This is an optimization exercise on Yosys and OpenROAD, whose aim is small area and a short achievable clock period, not a production implementation. The RTL was checked by simulation tests, not by an equivalence proof against the original design.

==> flow/design.v (excerpt) <==
module rqp_cellq (
    input  wire         clk,
    input  wire         rst,         
    input  wire         seed_load,   
    input  wire [7:0]   seed,        
    input  wire         in_valid,
    input  wire [63:0]  in_cell,     
    input  wire [3:0]   in_bits,     
    input  wire         in_prob,     
    input  wire [31:0]  in_mult,
    output reg          out_valid,
    output reg  [63:0]  out_cell,    
    output reg  [127:0] out_r1u      
);
Settings: LEC_CHECK=0, ABC_AREA=1, CAP_MARGIN=20, CORE_MARGIN=2, CORE_UTILIZATION=40, CTS_BUF_LIST=sky130_fd_sc_hd__clkbuf_16, CTS_CLUSTER_DIAMETER=100, CTS_CLUSTER_SIZE=30, SLEW_MARGIN=20; clock period 16.0 ns.
standard.sh (not shown) runs the stock make flow with config.mk's settings and CLKGATE_MAP_FILE= SYNTH_SCRIPT=/design/flow/synth_recipe.tcl, a recipe that flattens the netlist after the stock synthesis.
==> flow/flow/run.sh <==
#!/bin/bash
# Layout flow: the standard ORFS flow (standard.sh), with timing repair
# aiming below the clock period and buf_2 cells as the port buffers.
# make's full output goes to flow_make.log in the work folder.
set -euo pipefail
export SETUP_SLACK_MARGIN=11.4
export BUFFER_PORTS_ARGS="-buffer_cell sky130_fd_sc_hd__buf_2"
bash standard.sh > flow_make.log 2>&1
The first run finished with timing, DRC and antenna clean.
==> next run, changes <==
--- a/flow/design.v
+++ b/flow/design.v
@@ -210,62 +210,78 @@
         end
     endgenerate
     always @(posedge clk) begin
         if (rst)
             out_valid <= 1'b0;
         else
             out_valid <= m_valid;
         out_cell <= m_q;
         out_r1u  <= r1u;
     end
 endmodule
-module rqp_add #(parameter W = 32) (
+module rqp_add #(parameter W = 32, parameter KIND = 0) (
     input  wire [W-1:0] a,
     input  wire [W-1:0] b,
     input  wire         ci,
     output wire [W-1:0] s,
     output wire         co
 );
     localparam L = (W <= 2) ? 1 : (W <= 4) ? 2 : (W <= 8) ? 3 : (W <= 16) ? 4 : (W <= 32) ? 5 : 6;
     wire [W-1:0] p0 = a ^ b;
     wire [W-1:0] g0 = a & b;
     wire [W-1:0] gg [0:2*L];
     wire [W-1:0] pp [0:2*L];
+    wire [W-1:0] cg;               
     assign gg[0] = {g0[W-1:1], g0[0] | (p0[0] & ci)};
     assign pp[0] = p0;
     genvar k, i;
     generate
-        for (k = 0; k < L; k = k + 1) begin : up
-            for (i = 0; i < W; i = i + 1) begin : b
-                if (((i + 1) % (2 << k)) == 0) begin : c
-                    assign gg[k+1][i] = gg[k][i] | (pp[k][i] & gg[k][i - (1 << k)]);
-                    assign pp[k+1][i] = pp[k][i] & pp[k][i - (1 << k)];
-                end else begin : n
-                    assign gg[k+1][i] = gg[k][i];
-                    assign pp[k+1][i] = pp[k][i];
+        if (KIND == 0) begin : bk
+            for (k = 0; k < L; k = k + 1) begin : up
+                for (i = 0; i < W; i = i + 1) begin : b
+                    if (((i + 1) % (2 << k)) == 0) begin : c
+                        assign gg[k+1][i] = gg[k][i] | (pp[k][i] & gg[k][i - (1 << k)]);
+                        assign pp[k+1][i] = pp[k][i] & pp[k][i - (1 << k)];
+                    end else begin : n
+                        assign gg[k+1][i] = gg[k][i];
+                        assign pp[k+1][i] = pp[k][i];
+                    end
                 end
             end
-        end
-        for (k = L - 2; k >= 0; k = k - 1) begin : dn
-            for (i = 0; i < W; i = i + 1) begin : b
-                if (((i + 1) % (2 << k)) == (1 << k) && i >= (2 << k)) begin : c
-                    assign gg[2*L-1-k][i] = gg[2*L-2-k][i] | (pp[2*L-2-k][i] & gg[2*L-2-k][i - (1 << k)]);
-                    assign pp[2*L-1-k][i] = pp[2*L-2-k][i] & pp[2*L-2-k][i - (1 << k)];
-                end else begin : n
-                    assign gg[2*L-1-k][i] = gg[2*L-2-k][i];
-                    assign pp[2*L-1-k][i] = pp[2*L-2-k][i];
+            for (k = L - 2; k >= 0; k = k - 1) begin : dn
+                for (i = 0; i < W; i = i + 1) begin : b
+                    if (((i + 1) % (2 << k)) == (1 << k) && i >= (2 << k)) begin : c
+                        assign gg[2*L-1-k][i] = gg[2*L-2-k][i] | (pp[2*L-2-k][i] & gg[2*L-2-k][i - (1 << k)]);
+                        assign pp[2*L-1-k][i] = pp[2*L-2-k][i] & pp[2*L-2-k][i - (1 << k)];
+                    end else begin : n
+                        assign gg[2*L-1-k][i] = gg[2*L-2-k][i];
+                        assign pp[2*L-1-k][i] = pp[2*L-2-k][i];
+                    end
+                end
+            end
+            assign cg = gg[2*L-1];
+        end else begin : sk
+            for (k = 0; k < L; k = k + 1) begin : lv
+                for (i = 0; i < W; i = i + 1) begin : b
+                    if ((i >> k) & 1) begin : c
+                        assign gg[k+1][i] = gg[k][i] | (pp[k][i] & gg[k][((i >> k) << k) - 1]);
+                        assign pp[k+1][i] = pp[k][i] & pp[k][((i >> k) << k) - 1];
+                    end else begin : n
+                        assign gg[k+1][i] = gg[k][i];
+                        assign pp[k+1][i] = pp[k][i];
+                    end
                 end
             end
+            assign cg = gg[L];
         end
     endgenerate
-    wire [W-1:0] cg = gg[2*L-1];
     assign s  = p0 ^ {cg[W-2:0], ci};
     assign co = cg[W-1];
 endmodule
 module rqp_r1u_term (
     input  wire [8:0]  cs,
     input  wire [31:0] m1,
     input  wire [31:0] m3,
     output wire [31:0] y
 );
     wire [3:0] s1, s2, s3;     
     genvar j;
@@ -566,13 +582,15 @@
     wire c288 = (s231 & c178) | (s231 & c230) | (c178 & c230);
     wire s289 = s233 ^ c180 ^ c232;
     wire c290 = (s233 & c180) | (s233 & c232) | (c180 & c232);
     wire s291 = s235 ^ c182 ^ c234;
     wire c292 = (s235 & c182) | (s235 & c234) | (c182 & c234);
     wire s293 = s237 ^ c184 ^ c236;
     wire c294 = (s237 & c184) | (s237 & c236) | (c184 & c236);
     wire s295 = s239 ^ c186 ^ c238;
     wire c296 = (s239 & c186) | (s239 & c238) | (c186 & c238);
     wire [31:0] ra = {s295, s293, s291, s289, s287, s285, s283, s281, s279, s277, s275, s273, s271, s269, s267, s265, s263, s261, s259, s257, s255, s253, s251, s249, s247, s245, s243, s241, p4, p3, p2, p1};
     wire [31:0] rb = {c294, c292, c290, c288, c286, c284, c282, c280, c278, c276, c274, c272, c270, c268, c266, c264, c262, c260, c258, c256, c254, c252, c250, c248, c246, c244, c242, p63, p34, p33, 1'b0, 1'b0};
-    assign y = ~((~ra) + (~rb) + 32'd1);
+    wire [31:0] yn;
+    rqp_add #(.W(32), .KIND(1)) u_cpa (.a(~ra), .b(~rb), .ci(1'b1), .s(yn), .co());
+    assign y = ~yn;
 endmodule
Outcome:
- The changed run passed the timing, design-rule and antenna checks
- routed wire length shrinks by 4.4%
- fmax grows by 0.88%
- worst setup slack gains 0.040 ns
- design area grows by 1.5%
- first-iteration DRC count grows by 5.3%
- global-route usage shrinks by 1.1 points
- critical path depth grows by 19
- die area shrinks by 0.78%


Another version of the RTL of rqp_cellq (not shown whole).
Size in the first run: ~310 I/O pins.
==> module rqp_cellq, before the edit <==
module rqp_cellq (
    input  wire         clk,
    input  wire         rst,         
    input  wire         seed_load,   
    input  wire [7:0]   seed,        
    input  wire         in_valid,
    input  wire [63:0]  in_cell,     
    input  wire [3:0]   in_bits,     
    input  wire         in_prob,     
    input  wire [31:0]  in_mult,
    output reg          out_valid,
    output reg  [63:0]  out_cell,    
    output reg  [127:0] out_r1u      
);
    wire        draw = in_valid && in_prob && !in_bits[3];    
    wire [63:0] draws;
    rqp_sprng u_prng (
        .clk   (clk),
        .rst   (rst),
        .load  (seed_load),
        .seed  (seed),
        .step  (draw),
        .draws (draws)
    );
    reg         r_valid;
    reg [63:0]  r_cell;
    reg [63:0]  r_c;
    reg [3:0]   r_bits;
    reg [31:0]  r_mult;
    always @(posedge clk) begin
        if (rst)
            r_valid <= 1'b0;
        else
            r_valid <= in_valid;
        r_cell <= in_cell;
        r_bits <= in_bits;
        r_mult <= in_mult;
    end
    genvar g;
    generate
        for (g = 0; g < 8; g = g + 1) begin : rc
            wire [7:0] c = in_prob ? draws[8*g +: 8] : 8'd128;
            always @(posedge clk)
                r_c[8*g +: 8] <= c;
        end
    endgenerate
    wire [63:0] q;
    generate
        for (g = 0; g < 8; g = g + 1) begin : lane
            rqp_rq_lane u_lane (
                .s    (r_cell[8*g +: 8]),
                .bits (r_bits),
                .c    (r_c[8*g +: 8]),
                .r    (q[8*g +: 8])
            );
        end
    endgenerate
    reg         m_valid;
    reg [63:0]  m_q;
    reg [35:0]  m_cs;
    reg [31:0]  m_mult;
    reg [31:0]  m_mult3;
    always @(posedge clk) begin
        if (rst)
            m_valid <= 1'b0;
        else
            m_valid <= r_valid;
        m_q     <= q;
        m_mult  <= r_mult;
        m_mult3 <= r_mult + {r_mult[30:0], 1'b0};
    end
    generate
        for (g = 0; g < 4; g = g + 1) begin : pair
            always @(posedge clk)
                m_cs[9*g +: 9] <= {1'b0, q[16*g +: 8]} + {1'b0, q[16*g+8 +: 8]};
        end
    endgenerate
    wire [31:0] m1 = m_mult;
    wire [31:0] m2 = {m_mult[30:0], 1'b0};
    wire [31:0] m3 = m_mult3;
    wire [127:0] r1u;
    generate
        for (g = 0; g < 4; g = g + 1) begin : term
            wire [8:0] cs = m_cs[9*g +: 9];
            wire [31:0] pp0 = (cs[1:0] == 2'd1 ? m1 : 32'd0) | (cs[1:0] == 2'd2 ? m2 : 32'd0) | (cs[1:0] == 2'd3 ? m3 : 32'd0);
            wire [31:0] pp1 = (cs[3:2] == 2'd1 ? m1 : 32'd0) | (cs[3:2] == 2'd2 ? m2 : 32'd0) | (cs[3:2] == 2'd3 ? m3 : 32'd0);
            wire [31:0] pp2 = (cs[5:4] == 2'd1 ? m1 : 32'd0) | (cs[5:4] == 2'd2 ? m2 : 32'd0) | (cs[5:4] == 2'd3 ? m3 : 32'd0);
            wire [31:0] pp3 = (cs[7:6] == 2'd1 ? m1 : 32'd0) | (cs[7:6] == 2'd2 ? m2 : 32'd0) | (cs[7:6] == 2'd3 ? m3 : 32'd0);
            wire [31:0] pp4 = cs[8] ? m1 : 32'd0;
            assign r1u[32*g +: 32] = pp0 + {pp1[29:0], 2'b0} + {pp2[27:0], 4'b0}
                                   + {pp3[25:0], 6'b0} + {pp4[23:0], 8'b0};
        end
    endgenerate
    always @(posedge clk) begin
        if (rst)
            out_valid <= 1'b0;
        else
            out_valid <= m_valid;
        out_cell <= m_q;
        out_r1u  <= r1u;
    end
endmodule
export LEC_CHECK = 0
export ABC_AREA = 1
export CAP_MARGIN = 20
export CORE_MARGIN = 2
export CORE_UTILIZATION = 40
export CTS_BUF_LIST = sky130_fd_sc_hd__clkbuf_8
export CTS_CLUSTER_DIAMETER = 60
export CTS_CLUSTER_SIZE = 20
export SLEW_MARGIN = 20
create_clock -name core_clock -period 16.0 [get_ports {clk}]
Scripts as last shown in full above: flow/flow/run.sh
The first run finished clean.
==> next run, changes <==
--- a/flow/design.v
+++ b/flow/design.v
@@ -174,6 +174,8 @@
             );
         end
     endgenerate
+    wire [31:0] mult3;
+    rqp_add #(.W(32)) u_m3 (.a(r_mult), .b({r_mult[30:0], 1'b0}), .ci(1'b0), .s(mult3), .co());
     reg         m_valid;
     reg [63:0]  m_q;
     reg [35:0]  m_cs;
@@ -186,7 +188,7 @@
             m_valid <= r_valid;
         m_q     <= q;
         m_mult  <= r_mult;
-        m_mult3 <= r_mult + {r_mult[30:0], 1'b0};
+        m_mult3 <= mult3;
     end
     generate
         for (g = 0; g < 4; g = g + 1) begin : pair
@@ -219,3 +221,46 @@
         out_r1u  <= r1u;
     end
 endmodule
+module rqp_add #(parameter W = 32) (
+    input  wire [W-1:0] a,
+    input  wire [W-1:0] b,
+    input  wire         ci,
+    output wire [W-1:0] s,
+    output wire         co
+);
+    localparam L = (W <= 2) ? 1 : (W <= 4) ? 2 : (W <= 8) ? 3 : (W <= 16) ? 4 : (W <= 32) ? 5 : 6;
+    wire [W-1:0] p0 = a ^ b;
+    wire [W-1:0] g0 = a & b;
+    wire [W-1:0] gg [0:2*L];
+    wire [W-1:0] pp [0:2*L];
+    assign gg[0] = {g0[W-1:1], g0[0] | (p0[0] & ci)};
+    assign pp[0] = p0;
+    genvar k, i;
+    generate
+        for (k = 0; k < L; k = k + 1) begin : up
+            for (i = 0; i < W; i = i + 1) begin : b
+                if (((i + 1) % (2 << k)) == 0) begin : c
+                    assign gg[k+1][i] = gg[k][i] | (pp[k][i] & gg[k][i - (1 << k)]);
+                    assign pp[k+1][i] = pp[k][i] & pp[k][i - (1 << k)];
+                end else begin : n
+                    assign gg[k+1][i] = gg[k][i];
+                    assign pp[k+1][i] = pp[k][i];
+                end
+            end
+        end
+        for (k = L - 2; k >= 0; k = k - 1) begin : dn
+            for (i = 0; i < W; i = i + 1) begin : b
+                if (((i + 1) % (2 << k)) == (1 << k) && i >= (2 << k)) begin : c
+                    assign gg[2*L-1-k][i] = gg[2*L-2-k][i] | (pp[2*L-2-k][i] & gg[2*L-2-k][i - (1 << k)]);
+                    assign pp[2*L-1-k][i] = pp[2*L-2-k][i] & pp[2*L-2-k][i - (1 << k)];
+                end else begin : n
+                    assign gg[2*L-1-k][i] = gg[2*L-2-k][i];
+                    assign pp[2*L-1-k][i] = pp[2*L-2-k][i];
+                end
+            end
+        end
+    endgenerate
+    wire [W-1:0] cg = gg[2*L-1];
+    assign s  = p0 ^ {cg[W-2:0], ci};
+    assign co = cg[W-1];
+endmodule
=> Sequential cell count stays the same. Core utilization is about the same. Synthesized area came out lower by 0.53%. Synthesized cell count came out lower by 1.8%. Setup slack gains 8.0 ps. Cell area barely changes.

[port drivers added, routing unchanged]
No port has a modelled driver above. Below, the same layouts with a new extraction and two added sets of constraints.
Step 1 sets driving cells, clkbuf_16 on the clock port and buf_2 on the other inputs (assumed; they add their load-dependent delay and slew).
Step 2 moves the port delays by t, midway between the first and last clock arrival at a register: inputs arrive t later, outputs are due t later. That takes back most of the time a late clock gives input paths.
a / b / c = ideal ports / drivers / drivers and shift; a / b = the first two.
run	t, ns	slack for setup (ns)	hold slack, ns	worst setup path at the end	worst data-port slew with drivers (ns)
the first run of note 1	0.758	11.409 / 11.337 / 11.053	0.333 / 0.333 / 0.333	input to register	0.06
the second run of note 1	0.682	11.449 / 11.436 / 10.947	0.316 / 0.316 / 0.316	input to register	0.08
the first run of note 2	0.813	11.453 / 11.408 / 10.901	0.334 / 0.334 / 0.334	input to register	0.05
the second run of note 2	0.849	11.461 / 11.392 / 10.795	0.314 / 0.314 / 0.314	input to register	0.06
After both steps setup and hold are still met in every run listed. For the second run of note 2, which loses most, drivers alone change the setup slack by -0.069 ns; drivers and shift together by -0.666 ns.
